This is an optimization exercise on Yosys and OpenROAD, whose aim is small area, a short achievable clock period and few clock cycles per item, not a production implementation.
RTL that was checked went through simulation tests only; none was proved equivalent to the original.
Power figures rest on the tool's default switching activity, not on a simulated workload.

== zinc ==
## gpcf
module gpcf (
    input  wire        clk,
    input  wire        rst,
    input  wire [4:0]  cfg_size,
    input  wire        cfg_white_sets,
    input  wire        cfg_reject_b2_bit3,
    input  wire        in_valid,
    output wire        in_ready,
    input  wire [2:0]  in_op,
    input  wire [31:0] in_data,
    input  wire [2:0]  in_kind,
    input  wire        in_seq,
    input  wire        in_ack,
    input  wire        in_colour,
    input  wire [7:0]  in_x,
    input  wire [7:0]  in_y,
    output reg         o_valid,
    output reg  [3:0]  o_ev,
    output reg  [1:0]  o_abort,
    output reg  [1:0]  o_status,
    output wire [7:0]  o_byte,
    output wire [31:0] o_frame,
    output wire [2:0]  o_kind,
    output wire [9:0]  o_value,
    output wire        o_seq,
    output wire        o_ack,
    output wire        o_colour,
    output wire [7:0]  o_x,
    output wire [7:0]  o_y
);
    localparam OP_RX_BYTE   = 3'd0;
    localparam OP_RX_END    = 3'd1;
  ...
For scale: ~1000 cells after synthesis, about 150 I/O pins.
==> flow/config.mk <==
export PLATFORM = sky130hd
export DESIGN_NAME = gpcf
export DESIGN_NICKNAME = gpcf
export VERILOG_FILES = /design/flow/design.v
export SDC_FILE = /design/flow/constraint.sdc
export NUM_CORES = 4
export LEC_CHECK = 0
export ABC_AREA = 1
export CAP_MARGIN = 20
export CORE_MARGIN = 2
export CORE_UTILIZATION = 55
export CTS_BUF_LIST = sky130_fd_sc_hd__clkbuf_8
export SLEW_MARGIN = 20
==> flow/constraint.sdc <==
create_clock -name core_clock -period 17.0 [get_ports {clk}]
set_input_delay 3.4000 -clock core_clock [delete_from_list [all_inputs] [get_ports {clk}]]
set_output_delay 3.4000 -clock core_clock [all_outputs]
set_load 0.01 [all_outputs]
standard.sh (not shown) runs the stock make flow with config.mk's settings and CLKGATE_MAP_FILE= SYNTH_SCRIPT=/design/flow/synth_recipe.tcl, a recipe that flattens the netlist after the stock synthesis.
==> flow/flow/run.sh <==
#!/bin/bash
# Standard synthesis and layout (the standard.sh), with single-drive
# port buffers and timing repair aimed beyond the constraint's slack.
set -euo pipefail
export BUFFER_PORTS_ARGS="-buffer_cell sky130_fd_sc_hd__buf_1"
export SETUP_SLACK_MARGIN=12.5
bash standard.sh synth > synth.log 2>&1
bash standard.sh > layout.log 2>&1
For indigo, these inputs were changed with respect to zinc:
diff --git a/flow/design.v b/flow/design.v
--- a/flow/design.v
+++ b/flow/design.v
@@ -153,21 +153,21 @@
     always @(posedge clk) begin
         r1_valid <= in_valid && !rst;
         r1_op    <= in_op;
         r1_w     <= w1;
         r1_f     <= f1;
     end
     reg  [1:0] cnt;       
-    reg  [1:0] term;      
+    reg        term;      
     reg  [1:0] fb0;       
     reg  [6:0] fb1, fb2;
     wire [6:0] rb  = r1_w[6:0];
     wire       hi  = r1_f;                      
     wire       sof = !hi && (rb[6:2] == 5'd0);
-    wire       tn  = (term == 2'd0);
+    wire       tn  = !term;
     wire       rx  = (r1_op == OP_RX_BYTE);
     wire       fin = rx && tn && hi && (cnt == 2'd3);    
     reg [3:0] ev1;
     reg [1:0] ab2;
     always @(*) begin
         ev1 = EV_NONE;
         ab2 = 2'd0;
@@ -186,22 +186,22 @@
             OP_UNPACK:    ev1 = EV_UNPACK;
             default:      ev1 = EV_DECODE;
         endcase
     end
     always @(posedge clk) begin
         if (rst) begin
             cnt  <= 2'd0;
-            term <= 2'd0;
+            term <= 1'b0;
         end else if (r1_valid && tn) begin
             if (rx) begin
                 if (sof) cnt <= 2'd1;
                 else if (hi && cnt != 2'd0) cnt <= cnt + 2'd1;
             end else if (r1_op == OP_RX_END || r1_op == OP_KILL) begin
                 cnt  <= 2'd0;
-                term <= r1_op[1:0];
+                term <= 1'b1;
             end
         end
     end
     always @(posedge clk) begin
         if (r1_valid && tn && rx && sof)                   fb0 <= rb[1:0];
         if (r1_valid && tn && rx && hi && cnt == 2'd1)     fb1 <= rb;
         if (r1_valid && tn && rx && hi && cnt == 2'd2)     fb2 <= rb;
@@ -221,15 +221,16 @@
     wire       p_cbit = r1_w[22];
     wire       p_pass = r1_w[21];
     wire       px_ge, py_ge;
     gpcf_cmp #(5) u_cx (.a(px), .b(size_q), .z(1'b0), .ge(px_ge));
     gpcf_cmp #(5) u_cy (.a(py), .b(size_q), .z(1'b0), .ge(py_ge));
     wire       p_in   = !r1_f && !px_ge && !py_ge;
     wire [1:0] p_stat = !size_ok ? 2'd1 : (p_pass || p_in) ? 2'd0 : 2'd2;
-    wire [8:0] p_row  = py * size_q;
+    wire [8:0] p_pos  = py * size_q + px + 9'd1;
+    wire [9:0] p_val  = {p_cbit, p_pass ? 9'd0 : p_pos};
     wire [8:0] up  = {r1_w[8:7], r1_w[6:0]};
     wire [5:0] uz;                         
     assign uz[0] = 1'b1;
     genvar gj;
     generate for (gj = 0; gj < 5; gj = gj + 1) begin : g_uz
         assign uz[gj+1] = uz[gj] & ~up[gj];
     end endgenerate
@@ -263,16 +264,15 @@
                 st2 = 2'd2;
             end
             EV_WIRE_PKT: w2[20:14] = sum;
             EV_WIRE_TALK: if (r1_f) w2[6:0] = 7'h3F;
             EV_DECODE: st2 = dstat;
             EV_PACK: begin
                 st2 = p_stat;
-                w2[22:14] = p_row;
-                w2[6:0]   = {p_cbit, p_pass, px};
+                {w2[9:7], w2[6:0]} = p_val;
             end
             EV_UNPACK: begin
                 w2[22:21] = ud[1:0];
                 w2[19:14] = {u_col, ur2};
                 w2[11:7]  = {u_ovf, u_zero, uq[4:2]};
             end
             default: ;
@@ -288,20 +288,14 @@
         r2_valid <= r1_valid && !rst;
         r2_ev    <= ev2;
         r2_ab    <= ab2;
         r2_st    <= st2;
         r2_w     <= w2;
         r2_hi    <= hi2;
     end
-    wire [8:0] q_row  = r2_w[22:14];
-    wire       q_cbit = r2_w[6];
-    wire       q_pass = r2_w[5];
-    wire [4:0] q_x    = r2_w[4:0];
-    wire [8:0] q_pos  = q_row + q_x + 9'd1;
-    wire [9:0] q_val  = {q_cbit, q_pass ? 9'd0 : q_pos};
     wire [4:0] v_r2   = r2_w[18:14];
     wire [1:0] v_d    = r2_w[22:21];
     wire       v_zero = r2_w[10];
     wire       v_ovf  = r2_w[11];
     wire [4:0] vq;
     wire [4:0] vr1, vr0;
     assign vq[4:2] = r2_w[9:7];
@@ -313,18 +307,15 @@
     reg [1:0]  st3;
     reg [22:0] w3;
     reg        neg3;
     always @(*) begin
         st3  = r2_st;
         w3   = r2_w;
         neg3 = 1'b0;
-        if (r2_ev == EV_PACK) begin
-            w3[9:7] = q_val[9:7];
-            w3[6:0] = q_val[6:0];
-        end else if (r2_ev == EV_UNPACK) begin
+        if (r2_ev == EV_UNPACK) begin
             st3       = v_stat;
             neg3      = v_zero;
             w3[18:14] = v_zero ? 5'h1F : vr0;
             w3[4:0]   = v_zero ? 5'h1F : vq;
         end
     end
     reg [22:0] ow;
Notes after the runs:
Global-route usage over all layers down 3.2 points in indigo wrt zinc
Maximum number of pins on one net before global-route repair is lower on zinc
Compared to zinc, indigo has fraction of the core area covered by cells at the end of the flow 1.4 points higher.
Register fraction of the total cell area | indigo above zinc
| worst slew slack as a fraction of its limit | indigo vs zinc | 14 points higher |
A launching element of the worst setup path of oneg$_SDFF_PP0_ is what indigo shows, while ow[2]$_DFF_P_ belongs to zinc.
indigo against zinc: synthesis-to-finish area growth now sits higher, core area saw a decrease, final cell count has decreased, synthesized cell count fell 75, portion of total power attributed to combinational logic shrank by 0.8 points.
Of indigo and zinc, it is indigo that has the lower setup slack.
Summary: minimum clock period after layout, indigo worse than zinc
indigo vs. zinc: post-detailed-route via-to-cell ratio decreased about 2.7%; via count decreased about 9%.
Testbench counts of indigo, summed over its fixed seeds: cycles 32,016, items 32,000.
No functional check of the RTL was part of zinc.

-- afterwards: timing with drivers on the ports --
The results above use ideal ports. As a check the final layouts listed here were re-extracted and re-timed, cells and wires unchanged.
Step 1 sets driving cells, clkbuf_16 on the clock port and buf_2 on the other inputs (assumed; they add their load-dependent delay and slew).
Step 2 times the ports against the registers' clock, not the clock port: input delays grow and output delays shrink by t, the midpoint of the rising clock arrivals with the driver on.
a / b / c = no drivers / after step 1 / after step 2; a / b = the first two.
run | t, ns | slack for setup (ns) | hold WS [ns] | worst setup path after step 2 | slew at the worst register clock pin (ns)
zinc | 0.479 | 12.589 / 12.550 / 12.209 | 0.330 / 0.330 / 0.330 | input to register | 0.09 / 0.09
indigo | 0.471 | 12.583 / 12.545 / 12.242 | 0.330 / 0.330 / 0.330 | input to register | 0.08 / 0.08
After both steps every run listed still meets setup and hold. The setup slack of zinc, which loses most, moves by -0.039 ns with the drivers and by -0.380 ns with both steps.
